What follows belongs to an exercise in optimizing a design on an open flow for small area, a short achievable clock period and few clock cycles per item; a production flow would make more cautious choices. At most, simulation tests tie the RTL to the original design; equivalence was not proved. Power and IR drop assume default switching activity.

==> flow/design.v (excerpt) <==
module irig_tce (
    input  wire        clk,
    input  wire        rst,
    input  wire        load,
    input  wire        tick,
    input  wire [1:0]  rc,           
    output reg         cmd_ready,
    input  wire        tbl_we,
    input  wire [6:0]  tbl_addr,
    input  wire [7:0]  tbl_wdata,
    input  wire        cfg_irig,
    input  wire        cfg_year,
    input  wire        cfg_ieee,
    input  wire        leap_ins,
    input  wire        leap_del,
    input  wire [6:0]  leap_tyear,
    input  wire [8:0]  leap_tday,
    input  wire [4:0]  leap_thour,
    input  wire [5:0]  leap_tmin,
    input  wire        leap_warn,
    input  wire [6:0]  start_year,
    input  wire [8:0]  start_day,
    input  wire [4:0]  start_hour,
    input  wire [5:0]  start_min,
    input  wire [5:0]  start_sec,
    input  wire        dst_req,
    input  wire        dst_active0,
    input  wire [6:0]  dst_tyear,
    input  wire [8:0]  dst_tday,
    input  wire [4:0]  dst_thour,
    input  wire [5:0]  dst_tmin,
    input  wire        cfg_off_sign,
    input  wire [3:0]  cfg_off_hours,
    input  wire        cfg_off_half,
    input  wire [3:0]  tq,
    input  wire [3:0]  dut1,
    input  wire [10:0] fsync,
    input  wire [10:0] fhour,
    output reg         pd_valid,
    input  wire        pd_ready,
    output reg  [9:0]  pd_dur,
    output reg  [10:0] pd_freq,
    output reg  [1:0]  pd_level,
    output reg         fault,
    output reg  [2:0]  fcause,
    output reg  [6:0]  findex,
    output reg  [6:0]  ct_year,
    output reg  [8:0]  ct_day,
    output reg  [4:0]  ct_hour,
    output reg  [5:0]  ct_min,
    output reg  [5:0]  ct_sec,
    output reg         dst_active,
    output reg         dst_pend,
    output reg         off_sign,
    output reg  [3:0]  off_hours,
    output reg         off_half
);
For scale: roughly 3300 cells after synthesis, roughly 910 flip-flops, ~230 I/O pins, about 42000 um^2 of cells after synthesis.
==> flow/config.mk <==
export PLATFORM = sky130hd
export DESIGN_NAME = irig_tce
export DESIGN_NICKNAME = irig_tce
export VERILOG_FILES = /design/flow/design.v
export SDC_FILE = /design/flow/constraint.sdc
export NUM_CORES = 4
export LEC_CHECK = 0
export CAP_MARGIN = 20
export CORE_MARGIN = 2
export CORE_UTILIZATION = 40
export PLACE_DENSITY = 0.6
export SLEW_MARGIN = 20
export SETUP_SLACK_MARGIN = 9.2
export TNS_END_PERCENT = 100
export BUFFER_PORTS_ARGS = -buffer_cell sky130_fd_sc_hd__buf_1
export CTS_BUF_LIST = sky130_fd_sc_hd__clkbuf_8
export CTS_CLUSTER_SIZE = 30
==> flow/constraint.sdc <==
create_clock -name core_clock -period 13.0 [get_ports {clk}]
set_input_delay 2.6000 -clock core_clock [delete_from_list [all_inputs] [get_ports {clk}]]
set_output_delay 2.6000 -clock core_clock [all_outputs]
set_load 0.01 [all_outputs]
standard.sh (not shown) runs the stock make flow with config.mk's settings and CLKGATE_MAP_FILE= SYNTH_SCRIPT=/design/flow/synth_recipe.tcl, a recipe that flattens the netlist after the stock synthesis.
==> flow/flow/run.sh <==
#!/bin/bash
set -e
cat >> config.mk <<'EOC'
export SETUP_SLACK_MARGIN = 9.2
export TNS_END_PERCENT = 100
export BUFFER_PORTS_ARGS = -buffer_cell sky130_fd_sc_hd__buf_1
export CTS_BUF_LIST = sky130_fd_sc_hd__clkbuf_8
export CTS_CLUSTER_SIZE = 30
EOC
bash standard.sh > flow_standard.log 2>&1
The baseline produced a clean layout.
Rerun with:
--- a/flow/flow/run.sh
+++ b/flow/flow/run.sh
@@ -1,0 +2,2 @@
+
+# Each tool's full output is in flow_standard.log and in orfs/logs/.
@@ -7,2 +8,0 @@
-export CTS_BUF_LIST = sky130_fd_sc_hd__clkbuf_8
-export CTS_CLUSTER_SIZE = 30
Settings changed: CTS_BUF_LIST sky130_fd_sc_hd__clkbuf_8 to unset, CTS_CLUSTER_SIZE 30 to unset.
Outcome:
- The changed run finished with timing, DRC and antenna clean
- first-iteration DRC count goes up slightly
- global-route usage barely changes
- utilization increases by 0.84 points
- synthesized cell count is unchanged
- clock-buffer cell count came out lower by 38
- cell count shrinks slightly
- register-to-register slack is about the same
Function was not checked in any run of this note: the RTL went through the layout flow alone.

---

== build 17 ==
irig_tce, a different RTL version from the one above (not shown whole).
Size in the first run: ~3300 cells after synthesis, ~950 flip-flops, ~230 I/O pins, roughly 42000 um^2 of cells after synthesis.
Settings: LEC_CHECK=0, CAP_MARGIN=20, CORE_MARGIN=2, CORE_UTILIZATION=40, PLACE_DENSITY=0.5, SLEW_MARGIN=20, SETUP_SLACK_MARGIN=9.15, TNS_END_PERCENT=100, BUFFER_PORTS_ARGS=-buffer_cell sky130_fd_sc_hd__buf_1, CTS_ARGS=-sink_clustering_enable -repair_clock_nets -sink_clustering_size 24 -sink_clustering_max_diameter 100 -buf_list sky130_fd_sc_hd__clkbuf_16 -dont_use_dummy_load; clock period 13.0 ns.
==> flow/flow/run.sh <==
#!/bin/bash
set -e
cat >> config.mk <<'EOC'
export SETUP_SLACK_MARGIN = 9.15
export TNS_END_PERCENT = 100
export BUFFER_PORTS_ARGS = -buffer_cell sky130_fd_sc_hd__buf_1
export CTS_ARGS = -sink_clustering_enable -repair_clock_nets -sink_clustering_size 24 -sink_clustering_max_diameter 100 -buf_list sky130_fd_sc_hd__clkbuf_16 -dont_use_dummy_load
EOC
bash standard.sh > flow_standard.log 2>&1
Build 17 ran to completion and came out clean on the timing, DRC and antenna checks.
Testbench counts of build 17, summed over its fixed seeds: cycles 43,832, items 40,182.
Edits applied to the flow inputs when going from build 17 to build 7:
Settings: PLACE_DENSITY: 0.5 -> 0.6; SETUP_SLACK_MARGIN: 9.15 -> 9.05; CTS_ARGS: -sink_clustering_enable -repair_clock_nets -sink_clustering_size 24 -sink_clustering_max_diameter 100 -buf_list sky130_fd_sc_hd__clkbuf_16 -dont_use_dummy_load -> -sink_clustering_enable -repair_clock_nets -sink_clustering_size 24 -sink_clustering_max_diameter 100 -buf_list "sky130_fd_sc_hd__clkbuf_8 sky130_fd_sc_hd__clkbuf_16" -dont_use_dummy_load.
==> flow/flow/run.sh <==
#!/bin/bash
set -e
cat >> config.mk <<'EOC'
export SETUP_SLACK_MARGIN = 9.05
export TNS_END_PERCENT = 100
export BUFFER_PORTS_ARGS = -buffer_cell sky130_fd_sc_hd__buf_1
export CTS_ARGS = -sink_clustering_enable -repair_clock_nets -sink_clustering_size 24 -sink_clustering_max_diameter 100 -buf_list "sky130_fd_sc_hd__clkbuf_8 sky130_fd_sc_hd__clkbuf_16" -dont_use_dummy_load
EOC
bash standard.sh > flow_standard.log 2>&1
## What came out
Build 17 vs build 7, termination of the worst setup path: ct_sec[1] vs ct_day[5]
Delta (build 7 minus build 17): sequential share of power rose by 0.3 points; routability-driven placement congestion ratio stayed essentially flat; clock power stayed essentially flat; routed wire length fell by 7.7%; routed length on met2 fell by about 13%.
Maximum achievable frequency delta (build 7 − build 17): favourable
Here is what was changed in the inputs of build 78 compared with build 7.
Settings: a change of CTS_ARGS from -sink_clustering_enable -repair_clock_nets -sink_clustering_size 24 -sink_clustering_max_diameter 100 -buf_list "sky130_fd_sc_hd__clkbuf_8 sky130_fd_sc_hd__clkbuf_16" -dont_use_dummy_load to -sink_clustering_enable -repair_clock_nets -sink_clustering_size 20 -sink_clustering_max_diameter 120 -buf_list sky130_fd_sc_hd__clkbuf_16 -dont_use_dummy_load; a change of SETUP_SLACK_MARGIN from 9.05 to 9.2.
==> flow/flow/run.sh <==
#!/bin/bash
set -e
cat >> config.mk <<'EOC'
export SETUP_SLACK_MARGIN = 9.2
export TNS_END_PERCENT = 100
export BUFFER_PORTS_ARGS = -buffer_cell sky130_fd_sc_hd__buf_1
export CTS_ARGS = -sink_clustering_enable -repair_clock_nets -sink_clustering_size 20 -sink_clustering_max_diameter 120 -buf_list sky130_fd_sc_hd__clkbuf_16 -dont_use_dummy_load
EOC
bash standard.sh > flow_standard.log 2>&1
### Flow results
- Of build 78 and build 7, the lower count of clock-net buffers in the final layout belongs to build 7.
- Build 78 did not stop at any stage, and its layout met the timing, DRC and antenna checks.
- Going from build 7 to build 78, pin count of the biggest net entering global routing -49, part of the cycle the worst path needs -0.19 points.
Edits applied to the flow inputs when going from build 78 to build 44:
Settings: CTS_ARGS changed from -sink_clustering_enable -repair_clock_nets -sink_clustering_size 20 -sink_clustering_max_diameter 120 -buf_list sky130_fd_sc_hd__clkbuf_16 -dont_use_dummy_load to -sink_clustering_enable -repair_clock_nets -sink_clustering_size 28 -sink_clustering_max_diameter 110 -buf_list sky130_fd_sc_hd__clkbuf_16 -dont_use_dummy_load; SETUP_SLACK_MARGIN changed from 9.2 to 9.05.
==> flow/flow/run.sh <==
#!/bin/bash
set -e
cat >> config.mk <<'EOC'
export SETUP_SLACK_MARGIN = 9.05
export TNS_END_PERCENT = 100
export BUFFER_PORTS_ARGS = -buffer_cell sky130_fd_sc_hd__buf_1
export CTS_ARGS = -sink_clustering_enable -repair_clock_nets -sink_clustering_size 28 -sink_clustering_max_diameter 110 -buf_list sky130_fd_sc_hd__clkbuf_16 -dont_use_dummy_load
EOC
bash standard.sh > flow_standard.log 2>&1
[summary]
Build 78 reports its critical-path cell with the highest stage delay as edfxtp_1 while build 44 reports or3_4. Against build 78, number of cells upsized or downsized after cts in build 44 fell by more than a quarter. Taking build 78 as the reference point, the global-route usage of build 44 rises by 0.25 points. Build 44 ends up with a average wire per cell in the routed design that is about 1.6% higher than in build 78. Critical path depth: higher on build 44. The run showing the greater routed wire length on met2 is build 44. Between build 44 and build 78, the fraction of met1 tracks used by global routing is lower for build 78.
--- input diff build 44..build 94 ---
Settings: changing PLACE_DENSITY from 0.6 to 0.75; changing CTS_ARGS from -sink_clustering_enable -repair_clock_nets -sink_clustering_size 28 -sink_clustering_max_diameter 110 -buf_list sky130_fd_sc_hd__clkbuf_16 -dont_use_dummy_load to -sink_clustering_enable -repair_clock_nets -sink_clustering_size 24 -sink_clustering_max_diameter 100 -buf_list sky130_fd_sc_hd__clkbuf_16 -dont_use_dummy_load; changing CORE_UTILIZATION from 40 to 60.
==> flow/flow/run.sh <==
#!/bin/bash
set -e
cat >> config.mk <<'EOC'
export SETUP_SLACK_MARGIN = 9.05
export TNS_END_PERCENT = 100
export BUFFER_PORTS_ARGS = -buffer_cell sky130_fd_sc_hd__buf_1
export CTS_ARGS = -sink_clustering_enable -repair_clock_nets -sink_clustering_size 24 -sink_clustering_max_diameter 100 -buf_list sky130_fd_sc_hd__clkbuf_16 -dont_use_dummy_load
EOC
bash standard.sh > flow_standard.log 2>&1
## What came out
For clock power, build 44 and build 94 come out practically identical.
Looking at number of gates given a new drive strength after cts across build 94 and build 44, the one that comes out lower is build 94.
Summary: with build 44 as the reference, routed wire length in build 94 moved down by a few percent.
Delta (build 94 minus build 44): portion of total power attributed to the clock network went up, cell count dropped 446.
Build 94: PASS, flow complete, no timing, DRC or antenna violations
Of the two candidates, build 44 has the better via count of the routed design and build 94 the worse one.
Area added between synthesis and finish is lower on build 94
Build 94 improves on build 44 in post-route total power.

## separate check: timing with driven ports
The results above use ideal ports. As a check the final layouts listed here were re-extracted and re-timed, cells and wires unchanged. Step 1: set_driving_cell puts a clkbuf_16 on clk and a buf_2 on each other input, an assumption about the parent block. Step 2, shift: input delay + t, output delay - t, t = (earliest + latest rising clock arrival at the registers) / 2. This alone moves slack from input paths to output paths. Three values: ideal, step 1, step 2; two values: the first two.
run	shift t [ns]	setup WS [ns]	worst setup path at the end	worst data-port slew with drivers (ns)
the first run of note 1	0.873	7.418 / 7.418 / 7.418	register to register	0.17
the second run of note 1	0.728	7.415 / 7.415 / 7.415	register to register	0.19
build 17	0.698	8.961 / 8.897 / 8.336	input to register	0.11
build 7	0.686	9.021 / 8.954 / 8.348	input to register	0.09
build 78	0.693	9.045 / 8.976 / 8.384	input to register	0.15
build 44	0.671	9.031 / 8.970 / 8.379	input to register	0.09
build 94	0.668	8.866 / 8.803 / 8.240	input to register	0.13
After both steps setup and hold are still met in every run listed. The setup slack of build 7, which loses most, moves by -0.067 ns with the drivers and by -0.673 ns with both steps.
